Context: an optimization exercise on an open-source flow, tuned for a short achievable clock period and few clock cycles. The choices shown serve that exercise and are no tape-out recipe.
Where RTL was checked, it was by simulation tests only, not by an equivalence proof against the original.
No functional check of the RTL was part of run 1.

==> flow/design.v <==
module zacwire_rx (
    input  wire        clk,
    input  wire        rst,
    input  wire [1:0]  cfg_profile,    
    input  wire [15:0] cfg_rate,       
    input  wire        ev_valid,
    input  wire [32:0] ev_word,
    input  wire        cmd_valid,
    input  wire [66:0] cmd_word,
    output wire        cmd_ready,
    output reg         rsp_valid,
    output reg  [34:0] rsp_word
);
    localparam [2:0] PH_IDLE     = 3'd0,
                     PH_START    = 3'd1,
                     PH_RECV     = 3'd2,
                     PH_PARITY   = 3'd3,
                     PH_COMPLETE = 3'd4,
                     PH_ERROR    = 3'd5;
    localparam [2:0] OP_BEGIN = 3'd0, OP_END = 3'd1, OP_TAKE = 3'd2,
                     OP_ISCONN = 3'd3, OP_READ = 3'd4;
    localparam [2:0] ST_OK = 3'd0, ST_NOTCONN = 3'd1, ST_MISREAD = 3'd2,
                     ST_BEGINFAIL = 3'd3, ST_BADOP = 3'd4;
    localparam [3:0]  G1 = 4'd9;
    function [127:0] csa;
        input [63:0] a, b, c;
        begin
            csa = {(((a & b) | (a & c) | (b & c)) << 1), (a ^ b ^ c)};
        end
    endfunction
    function [3:0] lz14;
        input [13:0] x;
        integer i;
        begin
            lz14 = 4'd13;
            for (i = 0; i < 14; i = i + 1)
                if (x[i]) lz14 = 4'd13 - i[3:0];
        end
    endfunction
    reg [1:0]  prof_q;
    reg [15:0] rate_q;
    always @(posedge clk) begin
        prof_q <= cfg_profile;
        rate_q <= cfg_rate;
    end
    wire        prof14  = prof_q[0];
    wire        narrow  = prof_q[1];
    wire [3:0]  d_bits  = prof14 ? 4'd14 : 4'd13;
    reg [23:0] kz_q  [0:3];
    reg [63:0] kp_q  [0:3];
    reg [23:0] lm_q;            
    reg [23:0] r_q;             
    reg [29:0]  rm_q;           
    reg [31:0]  rm3_q;          
    always @(posedge clk) begin
        r_q <= narrow ? 24'd70 : 24'd200;
        case (prof_q)
            2'd0: begin    
                lm_q <= 24'd102350;
                kz_q[0] <= 24'd102350;           kz_q[1] <= 24'd102350 + 24'd200;
                kz_q[2] <= 24'd102350 - 24'd409600; kz_q[3] <= 24'd102350 + 24'd200 - 24'd409600;
                kp_q[0] <= 64'd0;                kp_q[1] <= 64'd200000000000;
                kp_q[2] <= 64'd0 - 64'd409600000000000;
                kp_q[3] <= 64'd200000000000 - 64'd409600000000000;
            end
            2'd1: begin    
                lm_q <= 24'd819150;
                kz_q[0] <= 24'd819150;           kz_q[1] <= 24'd819150 + 24'd200;
                kz_q[2] <= 24'd819150 - 24'd3276800; kz_q[3] <= 24'd819150 + 24'd200 - 24'd3276800;
                kp_q[0] <= 64'd0;                kp_q[1] <= 64'd200000000000;
                kp_q[2] <= 64'd0 - 64'd3276800000000000;
                kp_q[3] <= 64'd200000000000 - 64'd3276800000000000;
            end
            2'd2: begin    
                lm_q <= 24'd20470;
                kz_q[0] <= 24'd20470;            kz_q[1] <= 24'd20470 + 24'd70;
                kz_q[2] <= 24'd20470 - 24'd143360; kz_q[3] <= 24'd20470 + 24'd70 - 24'd143360;
                kp_q[0] <= 64'd0;                kp_q[1] <= 64'd70000000000;
                kp_q[2] <= 64'd0 - 64'd143360000000000;
                kp_q[3] <= 64'd70000000000 - 64'd143360000000000;
            end
            default: begin  
                lm_q <= 24'd163830;
                kz_q[0] <= 24'd163830;           kz_q[1] <= 24'd163830 + 24'd70;
                kz_q[2] <= 24'd163830 - 24'd1146880; kz_q[3] <= 24'd163830 + 24'd70 - 24'd1146880;
                kp_q[0] <= 64'd0;                kp_q[1] <= 64'd70000000000;
                kp_q[2] <= 64'd0 - 64'd1146880000000000;
                kp_q[3] <= 64'd70000000000 - 64'd1146880000000000;
            end
        endcase
        rm_q <= prof14 ? ({rate_q, 14'd0} - {14'd0, rate_q})
                       : ({3'd0, rate_q, 11'd0} - {14'd0, rate_q});
        rm3_q <= {2'd0, rm_q} + {1'd0, rm_q, 1'd0};
    end
    reg        rdy_q;
    reg        rst_q;
    reg        c0_v;
    reg [66:0] c0_w;
    reg        e0_v;
    reg        e0_rise;
    reg [31:0] e0_ts;
    reg        e0_hz0;           
    reg        e0_hz1;           
    reg [20:0] prev_hi, prev_hi1;
    assign cmd_ready = rdy_q;
    always @(posedge clk) begin
        rdy_q   <= ~rst;
        rst_q   <= rst;
        c0_v    <= cmd_valid & rdy_q & ~rst;
        c0_w    <= cmd_word;
        e0_v    <= ev_valid & ~rst;
        e0_rise <= ev_word[32];
        e0_ts   <= ev_word[31:0];
        e0_hz0  <= (ev_word[31:11] == prev_hi);
        e0_hz1  <= (ev_word[31:11] == prev_hi1);
        if (ev_valid) begin
            prev_hi  <= ev_word[31:11];
            prev_hi1 <= ev_word[31:11] + 21'd1;
        end
    end
    reg [2:0]  phase;
    reg [3:0]  bit_pos;
    reg        par_acc;
    reg [13:0] acc;
    reg [23:0] pz, pnz;           
    reg [23:0] zc0, zc1;          
    reg [23:0] nzc0, nzc1;        
    reg [63:0] pps, ppc;          
    reg        last_edge_valid;
    reg [10:0] threshold;
    reg [13:0] vis_bits;
    reg        vis_valid;
    reg [63:0] vis_pus, vis_puc;  
    reg [63:0] vis_pvs, vis_pvc;  
    reg [7:0]  vis_q;             
    reg [13:0] vis_r;             
    reg        vis_neg;           
    reg        hb_valid;
    reg [31:0] hb_ts;
    reg        armed;
    wire [2:0]  op1   = c0_w[66:64];
    wire [31:0] now1  = c0_w[63:32];
    wire [31:0] tmo1  = c0_w[31:0];
    wire begin_ok = c0_v && (op1 == OP_BEGIN) && c0_w[0];
    wire end_cmd  = c0_v && (op1 == OP_END);
    wire        armed_c = begin_ok ? 1'b1 : (end_cmd ? 1'b0 : armed);
    wire [2:0]  phase_c = begin_ok ? PH_IDLE : phase;
    wire        lev_c   = begin_ok ? 1'b0 : last_edge_valid;
    reg  [10:0] last_lo;
    always @(posedge clk)
        if (e0_v)
            last_lo <= e0_ts[10:0];
    wire [13:0] e0_dlo = {3'd0, e0_ts[10:0]} - {3'd0, last_lo};
    wire [10:0] e0_lo  = e0_dlo[10:0];
    wire        e0_hz  = e0_dlo[13] ? e0_hz1 : e0_hz0;
    wire [13:0] gap_d  = 14'd1000 - {3'd0, e0_lo};
    wire [13:0] thr_d  = {3'd0, e0_lo} - {3'd0, threshold};
    wire [13:0] thr_n  = {3'd0, e0_lo} + {5'd0, threshold[10:2]};
    wire        is_gap   = !e0_hz || gap_d[13];
    wire        bit_val  = e0_hz && thr_d[13];
    wire [3:0]  bit_pos_inc = bit_pos + 4'd1;
    wire        take_ev  = e0_v && armed_c && lev_c && !is_gap && e0_rise;
    wire        par_ok   = (bit_val == par_acc);
    wire        publish  = take_ev && (phase_c == PH_PARITY) && (!par_ok || (bit_pos == d_bits));
    wire        recv     = take_ev && (phase_c == PH_RECV);
    wire        start    = e0_v && armed_c && lev_c && is_gap;
    wire        p_out  = prof14 ? acc[13] : acc[10];
    wire        p_out2 = prof14 ? acc[12] : acc[9];
    wire [23:0] e00  = {zc0[22:0], 1'b0}  + kz_q[{p_out2, 1'b0}];
    wire [23:0] e01  = {zc0[22:0], 1'b0}  + kz_q[{p_out2, 1'b1}];
    wire [23:0] e10  = {zc1[22:0], 1'b0}  + kz_q[{p_out2, 1'b0}];
    wire [23:0] e11  = {zc1[22:0], 1'b0}  + kz_q[{p_out2, 1'b1}];
    wire [23:0] ne00 = {nzc0[22:0], 1'b0} - kz_q[{p_out2, 1'b0}];
    wire [23:0] ne01 = {nzc0[22:0], 1'b0} - kz_q[{p_out2, 1'b1}];
    wire [23:0] ne10 = {nzc1[22:0], 1'b0} - kz_q[{p_out2, 1'b0}];
    wire [23:0] ne11 = {nzc1[22:0], 1'b0} - kz_q[{p_out2, 1'b1}];
    wire [127:0] pp0 = csa(pps << 1, ppc << 1, kp_q[{p_out, 1'b0}]);
    wire [127:0] pp1 = csa(pps << 1, ppc << 1, kp_q[{p_out, 1'b1}]);
    wire [21:0] za   = pz[23] ? pnz[21:0] : pz[21:0];
    wire [13:0] s11  = {3'b0, za[21:11]} + {3'b0, za[10:0]};
    wire [13:0] t11a = {3'b0, za[21:11]} + {3'b0, za[10:0]} + 14'h3801;    
    wire [13:0] t11b = {3'b0, za[21:11]} + {3'b0, za[10:0]} + 14'h3002;    
    wire [10:0] r11  = !t11b[13] ? 11'd0 : (!t11a[13] ? t11a[10:0] : s11[10:0]);
    wire [13:0] q11w = {6'd0, za[18:11]} + (!t11b[13] ? 14'd2 : (!t11a[13] ? 14'd1 : 14'd0));
    wire [7:0]  q11  = q11w[7:0];
    wire [15:0] s14  = {8'd0, za[21:14]} + {2'b0, za[13:0]};
    wire [15:0] t14  = {8'd0, za[21:14]} + {2'b0, za[13:0]} + 16'hC001;    
    wire [13:0] r14  = !t14[15] ? t14[13:0] : s14[13:0];
    wire [13:0] q14w = {6'd0, za[21:14]} + {13'd0, !t14[15]};
    wire [7:0]  q14  = q14w[7:0];
    always @(posedge clk) begin
        if (rst_q) begin
            phase           <= PH_IDLE;
            bit_pos         <= 4'd0;
            par_acc         <= 1'b0;
            acc             <= 14'd0;
            last_edge_valid <= 1'b0;
            threshold       <= 11'd0;
            vis_bits        <= 14'd0;
            vis_valid       <= 1'b0;
            hb_valid        <= 1'b0;
            hb_ts           <= 32'd0;
            armed           <= 1'b0;
        end else begin
            armed           <= armed_c;
            phase           <= phase_c;
            last_edge_valid <= lev_c;
            if (e0_v && armed_c) begin
                if (!lev_c) begin
                    last_edge_valid <= 1'b1;
                end else begin
                    if (is_gap) begin
                        phase   <= PH_START;
                        acc     <= 14'd0;
                        par_acc <= 1'b0;
                        bit_pos <= 4'd0;
                    end else if (e0_rise) begin
                        case (phase_c)
                            PH_START: begin
                                threshold <= thr_n[10:0];
                                phase     <= PH_RECV;
                            end
                            PH_RECV: begin
                                acc     <= {acc[12:0], bit_val} & (prof14 ? 14'h3FFF : 14'h1FFF);
                                par_acc <= par_acc ^ bit_val;
                                bit_pos <= bit_pos_inc;
                                if (bit_pos_inc == G1 || bit_pos_inc == d_bits)
                                    phase <= PH_PARITY;
                            end
                            PH_PARITY: begin
                                if (!par_ok) begin
                                    phase <= PH_ERROR;
                                end else begin
                                    par_acc <= 1'b0;
                                    if (bit_pos == d_bits) begin
                                        hb_valid <= 1'b1;
                                        hb_ts    <= e0_ts;
                                        phase    <= PH_COMPLETE;
                                    end else begin
                                        phase <= PH_RECV;
                                    end
                                end
                            end
                            default: ;
                        endcase
                    end
                end
            end
            if (publish) begin
                vis_bits  <= acc;
                vis_valid <= par_ok;
            end
        end
    end
    always @(posedge clk) begin
        if (start) begin
            pz   <= 24'd0 - lm_q;
            pnz  <= lm_q;
            zc0  <= 24'd0 - lm_q;
            zc1  <= r_q - lm_q;
            nzc0 <= lm_q;
            nzc1 <= lm_q - r_q;
            pps  <= 64'd0;
            ppc  <= 64'd0;
        end else if (recv) begin
            pz   <= bit_val ? zc1  : zc0;
            pnz  <= bit_val ? nzc1 : nzc0;
            zc0  <= ({24{bit_val}} & e10)  | ({24{!bit_val}} & e00);
            zc1  <= ({24{bit_val}} & e11)  | ({24{!bit_val}} & e01);
            nzc0 <= ({24{bit_val}} & ne10) | ({24{!bit_val}} & ne00);
            nzc1 <= ({24{bit_val}} & ne11) | ({24{!bit_val}} & ne01);
            pps <= bit_val ? pp1[63:0]   : pp0[63:0];
            ppc <= bit_val ? pp1[127:64] : pp0[127:64];
        end
    end
    wire [127:0] pu = csa(pps, ppc, 64'd16);
    wire [127:0] pv = csa(~pps, ~ppc, 64'd18);
    always @(posedge clk) begin
        if (publish) begin
            vis_pus <= pu[63:0];
            vis_puc <= pu[127:64];
            vis_pvs <= pv[63:0];
            vis_pvc <= pv[127:64];
            vis_q   <= prof14 ? q14 : q11;
            vis_r   <= prof14 ? r14 : {3'd0, r11};
            vis_neg <= pz[23];
        end
    end
    function [63:0] arow;
        input [1:0] d;
        input [29:0] rm;
        input [31:0] rm3;
        begin
            case (d)
                2'd0: arow = 64'd0;
                2'd1: arow = {34'd0, rm};
                2'd2: arow = {33'd0, rm, 1'b0};
                default: arow = {32'd0, rm3};
            endcase
        end
    endfunction
    wire [63:0] ar [0:15];
    genvar gi;
    generate
        for (gi = 0; gi < 16; gi = gi + 1) begin : g_ar
            assign ar[gi] = ~(arow(now1[2*gi +: 2], rm_q, rm3_q) << (2*gi));
        end
    endgenerate
    function [127:0] tree18;
        input [63:0] a0, a1, a2, a3, a4, a5, a6, a7, a8, a9, a10, a11, a12, a13, a14, a15, p0, p1;
        reg [127:0] s1, s2, s3, s4, s5, u1, t1, t2, t3, u2, v1, v2, w1, x1, y1;
        begin
            s1 = csa(a0, a1, a2);
            s2 = csa(a3, a4, a5);
            s3 = csa(a6, a7, a8);
            s4 = csa(a9, a10, a11);
            s5 = csa(a12, a13, a14);
            u1 = csa(a15, p0, p1);
            t1 = csa(s1[63:0], s1[127:64], s2[63:0]);
            t2 = csa(s2[127:64], s3[63:0], s3[127:64]);
            t3 = csa(s4[63:0], s4[127:64], s5[63:0]);
            u2 = csa(s5[127:64], u1[63:0], u1[127:64]);
            v1 = csa(t1[63:0], t1[127:64], t2[63:0]);
            v2 = csa(t2[127:64], t3[63:0], t3[127:64]);
            w1 = csa(v1[63:0], v1[127:64], v2[63:0]);
            x1 = csa(v2[127:64], u2[63:0], u2[127:64]);
            y1 = csa(w1[63:0], w1[127:64], x1[63:0]);
            tree18 = csa(y1[63:0], y1[127:64], x1[127:64]);
        end
    endfunction
    wire [127:0] tu = tree18(ar[0], ar[1], ar[2], ar[3], ar[4], ar[5], ar[6], ar[7],
                             ar[8], ar[9], ar[10], ar[11], ar[12], ar[13], ar[14], ar[15],
                             vis_pus, vis_puc);
    wire [127:0] tv = tree18(ar[0], ar[1], ar[2], ar[3], ar[4], ar[5], ar[6], ar[7],
                             ar[8], ar[9], ar[10], ar[11], ar[12], ar[13], ar[14], ar[15],
                             vis_pvs, vis_pvc);
    wire        fqz  = (vis_q == 8'd0);
    wire [13:0] head = fqz ? vis_r : {6'd0, vis_q};
    wire [3:0]  sh   = fqz ? lz14(vis_r) : lz14({6'd0, vis_q});
    wire [32:0] fg   = prof14 ? {vis_r, vis_r, vis_r[13:9]}
                              : {vis_r[10:0], vis_r[10:0], vis_r[10:0]};
    wire [46:0] fy   = {head, fg} << sh;
    wire [7:0]  fexp = 8'd140 - {4'd0, sh} - (fqz ? (prof14 ? 8'd14 : 8'd11) : 8'd0);
    reg         s2_v;
    reg [2:0]   s2_op;
    reg         s2_att;
    reg         s2_vv;
    reg [13:0]  s2_vb;
    reg         s2_hbv;
    reg [31:0]  s2_el;
    reg [41:0]  s2_T;
    reg [31:0]  s2_now;
    reg [63:0]  s2_us, s2_uc, s2_vs, s2_vc;
    reg         s2_neg;
    reg [24:0]  s2_m;
    reg [7:0]   s2_exp;
    reg         s2_rnz;
    always @(posedge clk) begin
        s2_v    <= c0_v & ~rst;
        s2_op   <= op1;
        s2_att  <= c0_w[0];
        s2_vv   <= vis_valid;
        s2_vb   <= vis_bits;
        s2_hbv  <= hb_valid;
        s2_el   <= now1 - hb_ts;
        s2_T    <= {tmo1, 10'd0} - {6'd0, tmo1, 4'd0} - {7'd0, tmo1, 3'd0};
        s2_now  <= now1;
        s2_us   <= tu[63:0];
        s2_uc   <= tu[127:64];
        s2_vs   <= tv[63:0];
        s2_vc   <= tv[127:64];
        s2_neg  <= vis_neg;
        s2_m    <= fy[46:22];
        s2_exp  <= fexp;
        s2_rnz  <= (vis_r != 14'd0);
    end
    reg         cand_ok;     
    reg [63:0]  cand_u, cand_v;      
    reg [63:0]  cand_uw, cand_vw;
    reg [31:0]  cand_now;
    reg         comm_valid;  
    reg [63:0]  comm_u, comm_v;
    reg [63:0]  comm_uw, comm_vw;
    reg [31:0]  comm_now;
    wire [63:0] wrap = {2'd0, rm_q, 32'd0};    
    wire connected2 = s2_hbv && ({10'd0, s2_el} <= s2_T);
    function gtz;
        input [63:0] a, b, c;
        reg [127:0] t;
        reg [63:0] s;
        begin
            t = csa(a, b, c);
            s = t[63:0] + t[127:64];
            gtz = !s[63];
        end
    endfunction
    wire imp_cand = (s2_now < cand_now)
                  ? (gtz(s2_us,  s2_uc,  ~cand_uw) || gtz(s2_vs,  s2_vc,  ~cand_vw))
                  : (gtz(s2_us,  s2_uc,  ~cand_u) || gtz(s2_vs,  s2_vc,  ~cand_v));
    wire imp_comm = (s2_now < comm_now)
                  ? (gtz(s2_us,  s2_uc,  ~comm_uw) || gtz(s2_vs,  s2_vc,  ~comm_vw))
                  : (gtz(s2_us,  s2_uc,  ~comm_u) || gtz(s2_vs,  s2_vc,  ~comm_v));
    wire implausible = cand_ok ? imp_cand : (comm_valid && imp_comm);
    wire is_read  = s2_v && (s2_op == OP_READ);
    wire read_ok  = is_read && connected2 && s2_vv && !implausible;
    wire [23:0] mant   = s2_m[24:1];
    wire        rnd_up = s2_m[0] && (s2_rnz || mant[0]);
    wire [24:0] mant_r = {1'b0, mant} + {24'd0, rnd_up};
    wire [7:0]  exp_f  = mant_r[24] ? s2_exp + 8'd1 : s2_exp;
    wire [22:0] frac_f = mant_r[24] ? mant_r[23:1] : mant_r[22:0];
    wire [31:0] fp_val = {s2_neg, exp_f, frac_f};
    always @(posedge clk) begin
        if (rst) begin
            cand_ok    <= 1'b0;
            comm_valid <= 1'b0;
        end else begin
            cand_ok    <= read_ok;
            comm_valid <= comm_valid | cand_ok;
        end
        cand_u   <= s2_us + s2_uc;
        cand_v   <= s2_vs + s2_vc;
        cand_uw  <= s2_us + s2_uc + wrap;
        cand_vw  <= s2_vs + s2_vc + wrap;
        cand_now <= s2_now;
        if (cand_ok) begin
            comm_u   <= cand_u;
            comm_v   <= cand_v;
            comm_uw  <= cand_uw;
            comm_vw  <= cand_vw;
            comm_now <= cand_now;
        end
    end
    always @(posedge clk) begin
        rsp_valid <= s2_v & ~rst;
        case (s2_op)
            OP_BEGIN:  rsp_word <= s2_att ? {ST_OK, 32'd0} : {ST_BEGINFAIL, 32'd0};
            OP_END:    rsp_word <= {ST_OK, 32'd0};
            OP_TAKE:   rsp_word <= {ST_OK, s2_vv, 17'd0, s2_vb};
            OP_ISCONN: rsp_word <= {ST_OK, 31'd0, connected2};
            OP_READ: begin
                if (!connected2)
                    rsp_word <= {ST_NOTCONN, 32'd0};
                else if (!s2_vv || implausible)
                    rsp_word <= {ST_MISREAD, 32'd0};
                else
                    rsp_word <= {ST_OK, fp_val};
            end
            default:   rsp_word <= {ST_BADOP, 32'd0};
        endcase
    end
endmodule
==> flow/flow/run.sh <==
#!/bin/bash
# Standard ORFS layout, with the resizer asked to keep SETUP_SLACK_MARGIN ns of
# setup slack at the design's clock (the SDC is unchanged).
set -euo pipefail
bash standard.sh SETUP_SLACK_MARGIN=15 finish > standard_flow.log 2>&1
==> flow/standard.sh <==
#!/bin/bash
# synth_recipe.tcl (not shown) runs the flow's synth.tcl, then flattens the netlist and writes it again
# the make line also repeats each setting of config.mk as NAME=value (left out here)
make -C /OpenROAD-flow-scripts/flow DESIGN_CONFIG=/design/flow/config.mk WORK_HOME=/design/flow/orfs CLKGATE_MAP_FILE= SYNTH_SCRIPT=/design/flow/synth_recipe.tcl "${@:-finish}"
==> flow/config.mk <==
export PLATFORM = sky130hd
export DESIGN_NAME = zacwire_rx
export DESIGN_NICKNAME = zacwire_rx
export VERILOG_FILES = /design/flow/design.v
export SDC_FILE = /design/flow/constraint.sdc
export NUM_CORES = 4
export LEC_CHECK = 0
export ABC_CLOCK_PERIOD_IN_PS = 2500
export CAP_MARGIN = 20
export CORE_MARGIN = 2
export CORE_UTILIZATION = 40
export PLACE_DENSITY = 0.6
export SLEW_MARGIN = 20
==> flow/constraint.sdc <==
create_clock -name core_clock -period 20.0 [get_ports {clk}]
set_input_delay 4.0000 -clock core_clock [delete_from_list [all_inputs] [get_ports {clk}]]
set_output_delay 4.0000 -clock core_clock [all_outputs]
set_load 0.01 [all_outputs]
==> run notes, run 1 <==
layout cells sized above 1=0.136; Final period util=0.277; Layout Nets=15,003; dpl ws=12.17 ns; max_slew headroom=0.219; CP max stage delay=0.43 ns; warnings from Yosys=3; Slowest-stage cell, CP=or4_1; Routed Antenna Nets=0; CTS tree=built; DR WL/cell=23.6 um; area leader, netlist=fa_1; Setup CP Type=reg2reg; Avg Vias per Cell=5.50; Post-synth EDFFs=573; # clock sinks=1,604; HP Class=reg2reg; r2r startpoint=s2_uc[16]; Fmax achieved=181 MHz; Crit. End Element=flop; Clock Root Buffer=clkbuf_16; met2 wire length=171,000 um; status=no timing/DRC/antenna violations; Synth area leaders=fa_1, dfxtp_1, edfxtp_1; die area=312,000 sq um; Critical Path Start=s2_uc[16]; Worst Path Buf+Inv=2; first-pass GRT wire length=582,000 um; routability cong.=0.936; DR top layer=met5; Net Count, Synth=14,739; most frequent cells in the layout=inv_1, ha_1, fa_1, dfxtp_1, nand2_1; WP depth=24; Site Rows=203; post-route worst setup slack=14.46 ns; cells after synthesis=12,307; Metal-1 WL=166,000 um; hold-fix buffers at CTS=0; largest net degree at the start of global routing=112; CP max FO=4; Final Hold Fails=0; Area Overhead vs Synth=15.3%; HPWL reported at the end of detailed placement=281,000 um; clk_skew=0.136 ns; Die X=558 um; RSZ-0062 raised after global routing=yes; Initial Util=0.402; most common cell after layout, fill and taps aside=inv_1; Min Clock Period, post-route=5.54 ns; Distinct cells, synth=93; WP data required=20.76 ns; Longest Clk Path Bufs=4; #FFs+latches synth=1,604; Worst R2R Setup Slack=14.46 ns; First-pass DRT Iterations=10; worst r2r path cells=24; global route overflow=0; Slew @ Worst Pin=1.17 ns; Core Area=306,000 sq um; max_cap viols=0; Clk pin slew, worst setup/hold paths=0.06 ns; mapped cell area=123,000 sq um; initial antenna violation count=36; H-tree levels=4; CP Capture Point=cand_uw[62]; Met3 Routed Length=38,100 um; DRC=0; Setup violations, final=0; Seq/Total Area, Yosys=0.308; crit path cell chain=ha_4, nand4_1, nor3_4, o311ai_4, a31oi_4, buf_4, a221oi_4, buf_4, o31ai_4, a21oi_1, nor2_1, nor2_1, xnor2_2, ha_1, a21o_1, nor3_1, o21ai_1, a31o_2, a41o_1, a31oi_4, o21ai_2, or4_1, a31oi_2, xnor2_1; CP top delay family=compound AO/OA/AOI/OAI gates; WP data arrival=6.29 ns; port bufs=158; io pins=159; Yosys top cell area share=0.178; drt initial violations=9,213; via count=92,528; Synth Area per Inst=9.99 sq um; Critical R2R Capture=cand_uw[62]; Clock Latency Late Sink=0.91 ns; ys flop type=dfxtp_1; vias in the first global route=91,005; critical path launch point type=flop; CTS buffer count=188; FFs w/ async S/R, synth=0; Setup Total Neg Slack=0 ns; routed wire length=397,000 um; GR Util All Layers=0.248; Die Ht=558 um; max-slew violations=0
==> how the worst min path moves through the flow <==
stage | to | depth (start not counted) | start | slack [ns]
after detailed placement | s2_neg | 0 | vis_neg | 0.34
after CTS | s2_vb[3] | 0 | vis_bits[3] | 0.35
after global routing | s2_hbv | 0 | hb_valid | 0.36
after global placement | s2_neg | 0 | vis_neg | 0.33
final | s2_vb[3] | 0 | vis_bits[3] | 0.35
after floorplan | s2_neg | 0 | vis_neg | 0.32
==> synth_stat cells (all sizes together), types with 58 or more instances <==
library cell / n
fa: 1094
and3: 69
o21a: 77
a22o: 113
nand2: 710
o21bai: 65
a21o: 273
edfxtp: 573
o21ai: 425
buf: 78
a22oi: 325
o211ai: 58
nor2: 531
dfxtp: 1031
nor3: 133
a21oi: 668
mux2i: 168
xnor2: 408
ha: 1216
a31oi: 82
a211oi: 89
nand4: 122
inv: 2042
xor2: 236
mux2: 428
clkbuf: 439
nand2b: 71
nand3: 182
nor2b: 120
==> layer usage <==
metal,track usage,vias to the layer above
li1,-,42171
met1,0.335,45002
met2,0.379,4204
met3,0.0576,1125
met4,0.110,26
met5,0,-
==> state kept, by name, summed over array words and instances, names as in the netlist, 53 cells and up <==
register and flops:
c0_w 67, cand_uw 53, cand_vw 64, comm_uw 53, comm_vw 64, pps 54
s2_us 53, s2_vc 60, s2_vs 64, vis_pvc 53
==> final cells by class <==
class | count | area (sq um)
fillers | 28507 | 164000
multi-input cells | 8158 | 77700
flip-flops and latches | 1604 | 38100
inverters | 2047 | 7740
repair buffers | 570 | 6540
clock buffers | 250 | 5460
well taps | 4100 | 5130
clock inverters | 90 | 1050
diodes | 14 | 35.0
repair inverters | 2 | 17.5
==> repair_timing <==
action | in CTS | in global routing
gates cloned | 30 | 16
pin swaps | 83 | 111
resized for setup | 560 | 349
buffers inserted | 178 | 75
endpoints found under the setup margin | 831 | 648
==> through the flow <==
step / hold slack [ns] / instances / utilization / instance area (sq um)
after global placement: 0.328 / 16179 / 0.422 / 129000
after global routing: 0.359 / 16829 / 0.463 / 142000
after detailed placement: 0.335 / 16182 / 0.422 / 129000
after floorplan: 0.323 / 12307 / - / 123000
final: 0.347 / 16835 / 0.463 / 142000
after CTS: 0.348 / 16730 / 0.456 / 139000
==> kinds of logic (layout without fill, tap and decap cells) <==
logic type               count (synthesis)  in the layout  synth area share
AND/OR/NAND/NOR                       2138           2156            0.0816
flip-flops                            1604           1604             0.308
buffers and inverters                 2564           2959            0.0786
multiplexers                           601            601            0.0538
AO/OA/AOI/OAI                         2443           2444             0.130
adder cells (fa/ha/maj)               2313           2313             0.302
other                                    0             14                 0
XOR/XNOR                               644            644            0.0459
==> inputs of run 2 (changes only) <==
--- a/flow/design.v
+++ b/flow/design.v
@@ -403,2 +403,4 @@
     wire implausible = cand_ok ? imp_cand : (comm_valid && imp_comm);
+    wire [127:0] cuw = csa(s2_us, s2_uc, wrap);
+    wire [127:0] cvw = csa(s2_vs, s2_vc, wrap);
     wire is_read  = s2_v && (s2_op == OP_READ);
@@ -421,4 +423,4 @@
         cand_v   <= s2_vs + s2_vc;
-        cand_uw  <= s2_us + s2_uc + wrap;
-        cand_vw  <= s2_vs + s2_vc + wrap;
+        cand_uw  <= cuw[63:0] + cuw[127:64];
+        cand_vw  <= cvw[63:0] + cvw[127:64];
         cand_now <= s2_now;
--- a/flow/config.mk
+++ b/flow/config.mk
@@ -9,5 +9,7 @@
 export CAP_MARGIN = 20
+export CELL_PAD_IN_SITES_DETAIL_PLACEMENT = 1
+export CELL_PAD_IN_SITES_GLOBAL_PLACEMENT = 1
 export CORE_MARGIN = 2
 export CORE_UTILIZATION = 40
-export PLACE_DENSITY = 0.6
+export PLACE_DENSITY = 0.55
 export SLEW_MARGIN = 20
==> run 2 against run 1 <==
Still clean on timing, DRC and antenna. Non-clock buffer count is 4 lower. Critical path depth fell by 23. Synthesized area grew 10%. Critical endpoint is now rsp_word[17]. Highest routed layer unchanged.
==> run notes, run 2 <==
Net Count, Synth=16,303; Setup violations, final=0; crit path cell chain=buf_6; Seq/Total Area, Yosys=0.297; critical path launch point type=flop; most frequent cells in the layout=inv_1, ha_1, fa_1, dfxtp_1, nand2_1; CTS buffer count=212; io pins=159; GR Util All Layers=0.304; clk_skew=0.106 ns; final core utilization=0.462; # clock sinks=1,700; HPWL reported at the end of detailed placement=391,000 um; Clock Latency Late Sink=0.97 ns; layout cells sized above 1=0.126; CP max stage delay=0.36 ns; max_slew headroom=0.267; area leader, netlist=fa_1; #FFs+latches synth=1,700; Crit. End Element=primary output; Yosys top cell area share=0.191; Longest Clk Path Bufs=4; initial antenna violation count=84; max-slew violations=0; vias in the first global route=111,361; CP max FO=1; global route overflow=0; Distinct cells, synth=100; WP data arrival=1.42 ns; drt initial violations=7,347; Die X=586 um; DR WL/cell=29.1 um; Post-synth EDFFs=621; Synth Area per Inst=10.0 sq um; CP top delay family=flip-flops; HP Class=reg2reg; cells after synthesis=13,517; WP data required=16.00 ns; CTS tree=built; r2r startpoint=c0_w[45]; Die Ht=586 um; via count=103,772; Synth area leaders=fa_1, dfxtp_1, edfxtp_1; Final Hold Fails=0; first-pass GRT wire length=767,000 um; Fmax achieved=185 MHz; port bufs=158; routability cong.=0.914; Cell Area, Placed=142,000 sq um; Setup CP Type=reg2out; Min Clock Period, post-route=5.42 ns; First-pass DRT Iterations=6; Critical Path Start=rsp_word[17]; Routed Antenna Nets=0; routed wire length=538,000 um; ys flop type=dfxtp_1; FFs w/ async S/R, synth=0; Slowest-stage cell, CP=dfxtp_4; Setup Total Neg Slack=0 ns; largest reg by FF count=c0_w; warnings from Yosys=3; Worst Path Buf+Inv=1; Clock Root Buffer=clkbuf_16; H-tree levels=4; Initial Util=0.402; Final period util=0.271; Area Overhead vs Synth=14.9%; Layout Nets=16,555; most common cell after layout, fill and taps aside=inv_1; status=no timing/DRC/antenna violations; hold-fix buffers at CTS=0; worst hold start=vis_bits[11]; Slew @ Worst Pin=1.10 ns; DRC=0; synth cell count leaders=inv_1, ha_1, fa_1; mapped cell area=135,000 sq um; max reg flops=67; die area=343,000 sq um; Clk pin slew, worst setup/hold paths=0.06 ns; fin area=156,000 sq um; count leader, synth=inv_1; largest net degree at the start of global routing=84; Core Area=337,000 sq um; Avg Vias per Cell=5.60; RSZ-0062 raised after global routing=yes; max_cap viols=0; Site Rows=213
==> run 2: changes by cell type in the layout (fill, tap and decap cells not counted), sizes merged, moves of 35 or more <==
cell | previous run | this run
a21oi | 668 | 750
inv | 2060 | 2334
dfxtp | 1031 | 1079
a21o | 273 | 318
nand2 | 711 | 746
ha | 1216 | 1371
o21ai | 425 | 512
edfxtp | 573 | 621
fa | 1094 | 1293
clkbuf | 264 | 320
==> run 2: area by class of cell <==
cell class	count	area [sq um]
Antenna cell	47	118
Clock buffer	287	6090
Clock inverter	111	1290
Fill cell	37006	181000
Inverter	2323	8770
Multi-Input combinational cell	8962	86000
Sequential cell	1700	40500
Tap cell	4515	5650
Timing Repair Buffer	566	7060
Timing Repair inverter	4	57.6
==> run 2: repair_timing <==
item,CTS,global route
pin swaps,41,97
gates cloned,22,31
buffers inserted,71,116
setup endpoints to repair,831,614
gates resized for setup,597,271
==> run 2: logic make-up (layout without fill, tap and decap cells) <==
family                     count (synthesis)  in the layout  synth area share
DFF                                     1700           1700             0.297
muxes                                    604            604            0.0494
AOI/OAI and AO/OA                       2696           2696             0.130
and+or+nand+nor                         2302           2306            0.0808
other                                      0             47                 0
buffers and inverters                   2859           3291            0.0798
adders and majority gates               2664           2664             0.318
xor gates and xnor gates                 692            692            0.0449
==> run 2: through the flow <==
| step | setup slack [ns] | instances | hold WS, ns |
|---|---|---|---|
| 4_1_cts | 14.49 | 18321 | 0.308 |
| 5_1_grt | 14.52 | 18496 | 0.324 |
| 3_3_place_gp | 12.68 | 17827 | 0.332 |
| 2_1_floorplan | 14.74 | 13517 | 0.323 |
| 6_report | 14.58 | 18515 | 0.317 |
| 3_5_place_dp | 12.66 | 17830 | 0.333 |
==> run 2: path summary, 6_finish.rpt <==
check / slack (ns) / cells past startpoint / endpoint
worst max-delay path: 14.58 / 1 / rsp_word[17]
worst min-delay path: 0.32 / 0 / s2_vb[11]
worst max register to register: 14.95 / 15 / s2_vs[34]
worst min register to register: 0.32 / 0 / s2_vb[11]
==> run 2: metal layers <==
metal | vias up | GRT usage | wire (um) | share of wire
li1 | 46084 | - | - | -
met1 | 53042 | 0.378 | 218000 | 0.41
met2 | 3441 | 0.501 | 249000 | 0.46
met3 | 1157 | 0.0602 | 38200 | 0.071
met4 | 48 | 0.156 | 32300 | 0.060
met5 | - | 0 | 375 | 0.00070
Testbench counts of run 2, summed over its fixed seeds: cycles 31,646.
==> inputs of run 3 (changes only) <==
--- a/flow/config.mk
+++ b/flow/config.mk
@@ -12,4 +12,4 @@
 export CORE_MARGIN = 2
-export CORE_UTILIZATION = 40
-export PLACE_DENSITY = 0.55
+export CORE_UTILIZATION = 50
+export PLACE_DENSITY = 0.62
 export SLEW_MARGIN = 20
==> run 3 against run 2 <==
Still clean. Sequential cell count unchanged. Worst setup slack better by 0.0041 ns. Critical path type unchanged. Critical endpoint is now rsp_word[5].
==> run notes, run 3 <==
HP Class=reg2reg; warnings from Yosys=3; WP data required=16.00 ns; routability cong.=0.968; Die Ht=524 um; DR WL/cell=28.5 um; Clock Latency Late Sink=0.96 ns; Longest Clk Path Bufs=4; First-pass DRT Iterations=7; global route overflow=0; Setup Total Neg Slack=0 ns; # clock sinks=1,700; FFs w/ async S/R, synth=0; Synth area leaders=fa_1, dfxtp_1, edfxtp_1; CP max stage delay=0.37 ns; max_cap viols=0; critical path launch point type=flop; area leader, netlist=fa_1; fin area=153,000 sq um; Avg Vias per Cell=5.98; Clk pin slew, worst setup/hold paths=0.06 ns; io pins=159; crit path cell chain=buf_6; most common cell after layout, fill and taps aside=inv_1; port bufs=158; Fmax achieved=185 MHz; Die X=524 um; Worst Path Buf+Inv=1; CTS tree=built; status=no timing/DRC/antenna violations; routed wire length=498,000 um; Min Clock Period, post-route=5.41 ns; #FFs+latches synth=1,700; Site Rows=191; Yosys top cell area share=0.191; mapped cell area=135,000 sq um; hold-fix buffers at CTS=0; largest reg by FF count=c0_w; Final Hold Fails=0; RSZ-0062 raised after global routing=yes; Initial Util=0.501; cells after synthesis=13,517; max_slew headroom=0.272; max reg flops=67; max-slew violations=0; Net Count, Synth=16,303; initial antenna violation count=51; Cell Area, Placed=141,000 sq um; Layout Nets=16,520; synth cell count leaders=inv_1, ha_1, fa_1; Setup violations, final=0; Final period util=0.271; CTS buffer count=205; vias in the first global route=112,172; Slew @ Worst Pin=1.09 ns; Crit. End Element=primary output; H-tree levels=4; count leader, synth=inv_1; ys flop type=dfxtp_1; largest net degree at the start of global routing=98; Routed Antenna Nets=0; GR Util All Layers=0.352; layout cells sized above 1=0.117; drt initial violations=8,625; DRC=0; CP top delay family=flip-flops; Setup CP Type=reg2out; die area=275,000 sq um; HPWL reported at the end of detailed placement=357,000 um; Core Area=270,000 sq um; CP max FO=1; Post-synth EDFFs=621; Seq/Total Area, Yosys=0.297; first-pass GRT wire length=723,000 um; clk_skew=0.102 ns; Clock Root Buffer=clkbuf_16; Slowest-stage cell, CP=dfxtp_2; Distinct cells, synth=100; Area Overhead vs Synth=12.9%; Synth Area per Inst=10.0 sq um; via count=104,574; most frequent cells in the layout=inv_1, ha_1, fa_1, dfxtp_1, nand2_1; WP data arrival=1.41 ns
## run 3: cell counts after synthesis
No cell type changed its count.
## run 3: path summary, 6_finish.rpt
path                            cells after the start          end         from  slack (ns)
worst max-delay path                                1  rsp_word[5]  rsp_word[5]       14.59
worst max register to register                     15  cand_uw[63]     s2_vs[4]       14.94
worst min register to register                      0     s2_vb[5]  vis_bits[5]        0.36
worst min-delay path                                0     s2_vb[5]  vis_bits[5]        0.36
## run 3: kinds of logic after synthesis
kind of cell    Yosys count  share of synthesized area
xor+xnor                692                     0.0449
flops                  1700                      0.297
compound gates         2696                      0.130
simple gates           2302                     0.0808
mux                     604                     0.0494
buf+inv                2859                     0.0798
fa+ha+maj              2664                      0.318
## run 3: per-stage QoR
step	setup slack, ns	utilization	hold slack, ns	instances
finish	14.59	0.566	0.355	17491
global route	14.55	0.566	0.358	17480
CTS	14.55	0.558	0.356	17358
detailed placement	12.58	0.522	0.339	16867
global placement	12.50	0.521	0.340	16862
floorplan	14.74	-	0.323	13517
## run 3: what timing repair did
action	4_1_cts	5_1_grt
buffers inserted	82	100
gates cloned	27	20
setup endpoints to repair	859	567
gates resized for setup	545	227
pin swaps	28	54
## run 3: layer usage
layer | routed length (um) | vias up | track usage
met4 | 24900 | 34 | 0.129
met5 | 425 | - | 0.00295
met1 | 208000 | 53245 | 0.471
met2 | 220000 | 4170 | 0.555
met3 | 44800 | 1198 | 0.0831
li1 | - | 45927 | -
## run 3: area by class of cell
type / count / area (sq um)
fill: 29271 / 117000
multi-input combinational: 8963 / 85600
sequential: 1700 / 40500
inverter: 2323 / 8800
timing repair buffer: 539 / 6550
clock buffer: 292 / 5990
tap: 3570 / 4470
clock inverter: 90 / 922
timing repair inverter: 2 / 32.5
antenna: 12 / 30.0

[re-timing with driven ports]
How much do the figures lean on ideal ports? The routed layouts below were timed once more, with nothing changed but the port constraints. Step 1 sets driving cells, clkbuf_16 on the clock port and buf_2 on the other inputs (assumed; they add their load-dependent delay and slew). Step 2 moves the port delays by t, midway between the first and last clock arrival at a register: inputs arrive t later, outputs are due t later. That takes back most of the time a late clock gives input paths. Slacks: no drivers / after step 1 / after step 2; pairs: no drivers / after step 1.
run | t, ns | slack for setup (ns) | hold slack, ns
run 1 | 0.944 | 14.463 / 14.463 / 14.145 | 0.347 / 0.347 / 0.347
run 2 | 1.030 | 14.584 / 14.475 / 14.134 | 0.317 / 0.317 / 0.317
run 3 | 1.018 | 14.588 / 14.476 / 14.160 | 0.355 / 0.355 / 0.355
After both steps setup and hold are still met in every run listed. The setup slack of run 2, which loses most, moves by -0.109 ns with the drivers and by -0.450 ns with both steps.
